Background: an optimization exercise with open tools, aiming at small area. Do not read the settings as production practice. The RTL was checked by simulation tests, not by an equivalence proof against the original design.

==> inputs of violet <==
Design mbus_phy, start of the top module:
module mbus_phy (
    input  wire        clk,
    input  wire        rst,            
    input  wire        tick,           
    input  wire        line_in,        
    input  wire [15:0] cfg_min_zero,
    input  wire [15:0] cfg_max_zero,
    input  wire [15:0] cfg_min_one,
    input  wire [15:0] cfg_max_one,
    input  wire [15:0] cfg_bit_timeout,
    input  wire [15:0] cfg_ifs,
    input  wire [15:0] cfg_tx_zero_low,
    input  wire [15:0] cfg_tx_one_low,
    input  wire [15:0] cfg_tx_zero_high,
    input  wire [15:0] cfg_tx_one_high,
    input  wire [4:0]  raw_addr,
    output reg  [7:0]  raw_data,
    output reg         rx_ready,
    output wire        rx_busy,
    input  wire        rx_clear,       
    output reg         err_framing,
    output reg         err_overflow,
    output reg         err_overrun,
    input  wire        out_we,
    input  wire [4:0]  out_addr,
    input  wire [7:0]  out_wdata,
    input  wire        tx_start,       
    output reg         tx_active,
    output reg         line_drive
);
export LEC_CHECK = 0
export CAP_MARGIN = 20
export CORE_MARGIN = 2
export CORE_UTILIZATION = 40
export PLACE_DENSITY = 0.6
export SLEW_MARGIN = 20
create_clock -name core_clock -period 10.0 [get_ports {clk}]
standard.sh (not shown) runs the stock make flow with config.mk's settings and CLKGATE_MAP_FILE= SYNTH_SCRIPT=/design/flow/synth_recipe.tcl, a recipe that flattens the netlist after the stock synthesis.
==> flow/flow/run.sh <==
#!/bin/bash
# Layout flow: the standard ORFS flow, with two changes to synthesis only:
#  - the combinational logic is mapped by ABC with an area-oriented script
#    (flow/area.abc) instead of ORFS's script and its delay target;
#  - Yosys's full-adder extraction is skipped, so that adder-like logic is
#    left to ABC.
# Registers, their names and cell types are those of the standard synthesis.
set -euo pipefail
WORK=$(pwd)
orig=$(grep -o 'SYNTH_SCRIPT=[^ ]*' standard.sh | head -1 | cut -d= -f2- | tr -d "'\"")
cat > "$WORK/flow_synth.tcl" <<EOT
proc extract_fa {args} { puts "flow: extract_fa skipped" }
proc abc {args} {
  set i [lsearch \$args -script]
  lset args [expr {\$i + 1}] $WORK/flow/area.abc
  set d [lsearch \$args -D]
  if {\$d >= 0} { set args [lreplace \$args \$d [expr {\$d + 1}]] }
  puts "flow: abc \$args"
  yosys abc {*}\$args
}
source $orig
EOT
sed "s#SYNTH_SCRIPT=[^ ]*#SYNTH_SCRIPT=$WORK/flow_synth.tcl#" standard.sh > flow_standard.sh
bash flow_standard.sh finish > "$WORK/flow_make.log" 2>&1
==> flow/flow/area.abc <==
strash
&get -n
&fraig -x
&put
scorr
dc2
dretime
strash
&get -n
&dch -f
&nf -R 1000
&put
strash
dch -f
&get -n
&nf -R 1000
&put
==> inputs of amber, as changes to violet <==
--- a/flow/design.v
+++ b/flow/design.v
@@ -123,15 +123,23 @@
             ge6 = g;
         end
     endfunction
     wire [2:0] rg  = raw_addr[4:2];
     wire [1:0] rj  = raw_addr[1:0];
-    wire [3:0] rs0 = raw_s0[rg];
-    wire [3:0] rs1 = raw_s1[rg];
-    wire [3:0] rs2 = raw_s2[rg];
-    wire [3:0] rs3 = (rg == 3'd7) ? raw_s2[7] : raw_s3[rg];
-    wire       rf  = raw_f[rg];
+    reg  [3:0] rs0, rs1, rs2, rs3;
+    reg        rf;
+    integer    m;
+    always @(*) begin
+        rs0 = 4'd0; rs1 = 4'd0; rs2 = 4'd0; rs3 = 4'd0; rf = 1'b0;
+        for (m = 0; m < 8; m = m + 1) begin
+            rs0 = rs0 | ({4{rg == m}} & raw_s0[m]);
+            rs1 = rs1 | ({4{rg == m}} & raw_s1[m]);
+            rs2 = rs2 | ({4{rg == m}} & raw_s2[m]);
+            rs3 = rs3 | ({4{rg == m}} & ((m == 7) ? raw_s2[7] : raw_s3[m % 7]));
+            rf  = rf  | ((rg == m) & raw_f[m]);
+        end
+    end
     reg  [1:0] rslot;
     reg  [3:0] rval;
     wire       rx_x = rf & rs3[rj];
     always @(*) begin
         case (rj)
--- a/flow/flow/run.sh
+++ b/flow/flow/run.sh
@@ -3,11 +3,15 @@
 #  - the combinational logic is mapped by ABC with an area-oriented script
 #    (flow/area.abc) instead of ORFS's script and its delay target;
 #  - Yosys's full-adder extraction is skipped, so that adder-like logic is
 #    left to ABC.
 # Registers, their names and cell types are those of the standard synthesis.
+# Layout: port buffers are the smallest buffer cell, and clock-tree synthesis
+# uses clkbuf_8 clusters of at most 18 sinks and no dummy loads.
 set -euo pipefail
+export BUFFER_PORTS_ARGS="-buffer_cell sky130_fd_sc_hd__buf_1"
+export CTS_ARGS="-sink_clustering_enable -repair_clock_nets -dont_use_dummy_load -buf_list {sky130_fd_sc_hd__clkbuf_8} -root_buf sky130_fd_sc_hd__clkbuf_8 -sink_clustering_size 18 -sink_clustering_max_diameter 60"
 WORK=$(pwd)
 orig=$(grep -o 'SYNTH_SCRIPT=[^ ]*' standard.sh | head -1 | cut -d= -f2- | tr -d "'\"")
 cat > "$WORK/flow_synth.tcl" <<EOT
 proc extract_fa {args} { puts "flow: extract_fa skipped" }
 proc abc {args} {
Settings changed: CAP_MARGIN 20 to 0, CORE_UTILIZATION 40 to 65, PLACE_DENSITY 0.6 to 0.75, SLEW_MARGIN 20 to 0.
==> inputs of fjord, as changes to violet <==
--- a/flow/flow/run.sh
+++ b/flow/flow/run.sh
@@ -3,11 +3,15 @@
 #  - the combinational logic is mapped by ABC with an area-oriented script
 #    (flow/area.abc) instead of ORFS's script and its delay target;
 #  - Yosys's full-adder extraction is skipped, so that adder-like logic is
 #    left to ABC.
 # Registers, their names and cell types are those of the standard synthesis.
+# Layout: port buffers are the smallest buffer cell, and clock-tree synthesis
+# uses clkbuf_8 clusters of at most 15 sinks and no dummy loads.
 set -euo pipefail
+export BUFFER_PORTS_ARGS="-buffer_cell sky130_fd_sc_hd__buf_1"
+export CTS_ARGS="-sink_clustering_enable -repair_clock_nets -dont_use_dummy_load -buf_list {sky130_fd_sc_hd__clkbuf_8} -root_buf sky130_fd_sc_hd__clkbuf_8 -sink_clustering_size 15 -sink_clustering_max_diameter 60"
 WORK=$(pwd)
 orig=$(grep -o 'SYNTH_SCRIPT=[^ ]*' standard.sh | head -1 | cut -d= -f2- | tr -d "'\"")
 cat > "$WORK/flow_synth.tcl" <<EOT
 proc extract_fa {args} { puts "flow: extract_fa skipped" }
 proc abc {args} {
==> notes <==
Via count is about the same in violet and fjord.
Clock-buffer cell count, lowest first: amber, fjord, violet.
Global-route usage, highest first: amber, violet, fjord.
Design area, highest first: violet, fjord, amber.
Core utilization: amber > violet > fjord.
==> figures <==
Outcome: violet timing/DRC/antenna clean; amber timing/DRC/antenna clean; fjord timing/DRC/antenna clean
Area share of the largest cell type after synthesis: violet 0.528; amber 0.530; fjord 0.528
Area after DPL: violet 0.0198 mm²; amber 0.0182 mm²; fjord 0.0185 mm²
Well Taps: violet 539; amber 330; fjord 539
Routed vias: violet 13600; amber 13900; fjord 13600
Total Routing Usage GR: violet 0.224; amber 0.337; fjord 0.220
Crit path setup slack, layout: violet 0.593 ns; amber 0.391 ns; fjord 0.623 ns
Count of clock-net buffers in the final layout: violet 46; amber 26; fjord 34
Syn Nets: violet 1637; amber 1666; fjord 1637
Total number of cells along the worst setup path: violet 50; amber 52; fjord 50
Portion of netlist area occupied by mux cells: violet 0.0133; amber 0.0121; fjord 0.0133

-- port drivers added, routing unchanged --
How much do the figures lean on ideal ports? The routed layouts below were timed once more, with nothing changed but the port constraints. Step 1 (the two cells are an assumption about what drives the block):
set clk [get_ports {clk}]
set_driving_cell -lib_cell sky130_fd_sc_hd__clkbuf_16 $clk
set_driving_cell -lib_cell sky130_fd_sc_hd__buf_2 [delete_from_list [all_inputs] $clk]
Step 2 moves the port delays by t, midway between the first and last clock arrival at a register: inputs arrive t later, outputs are due t later. That takes back most of the time a late clock gives input paths. Slacks: no drivers / after step 1 / after step 2; pairs: no drivers / after step 1.
| run | t (ns) | setup slack, ns | slew at the worst register clock pin (ns) | worst data-port slew with drivers (ns) |
|---|---|---|---|---|
| violet | 0.593 | 0.593 / 0.593 / 0.593 | 0.07 / 0.07 | 0.08 |
| amber | 0.617 | 0.391 / 0.391 / 0.391 | 0.12 / 0.12 | 0.06 |
| fjord | 0.593 | 0.623 / 0.623 / 0.623 | 0.10 / 0.10 | 0.07 |
After both steps setup and hold are still met in every run listed.
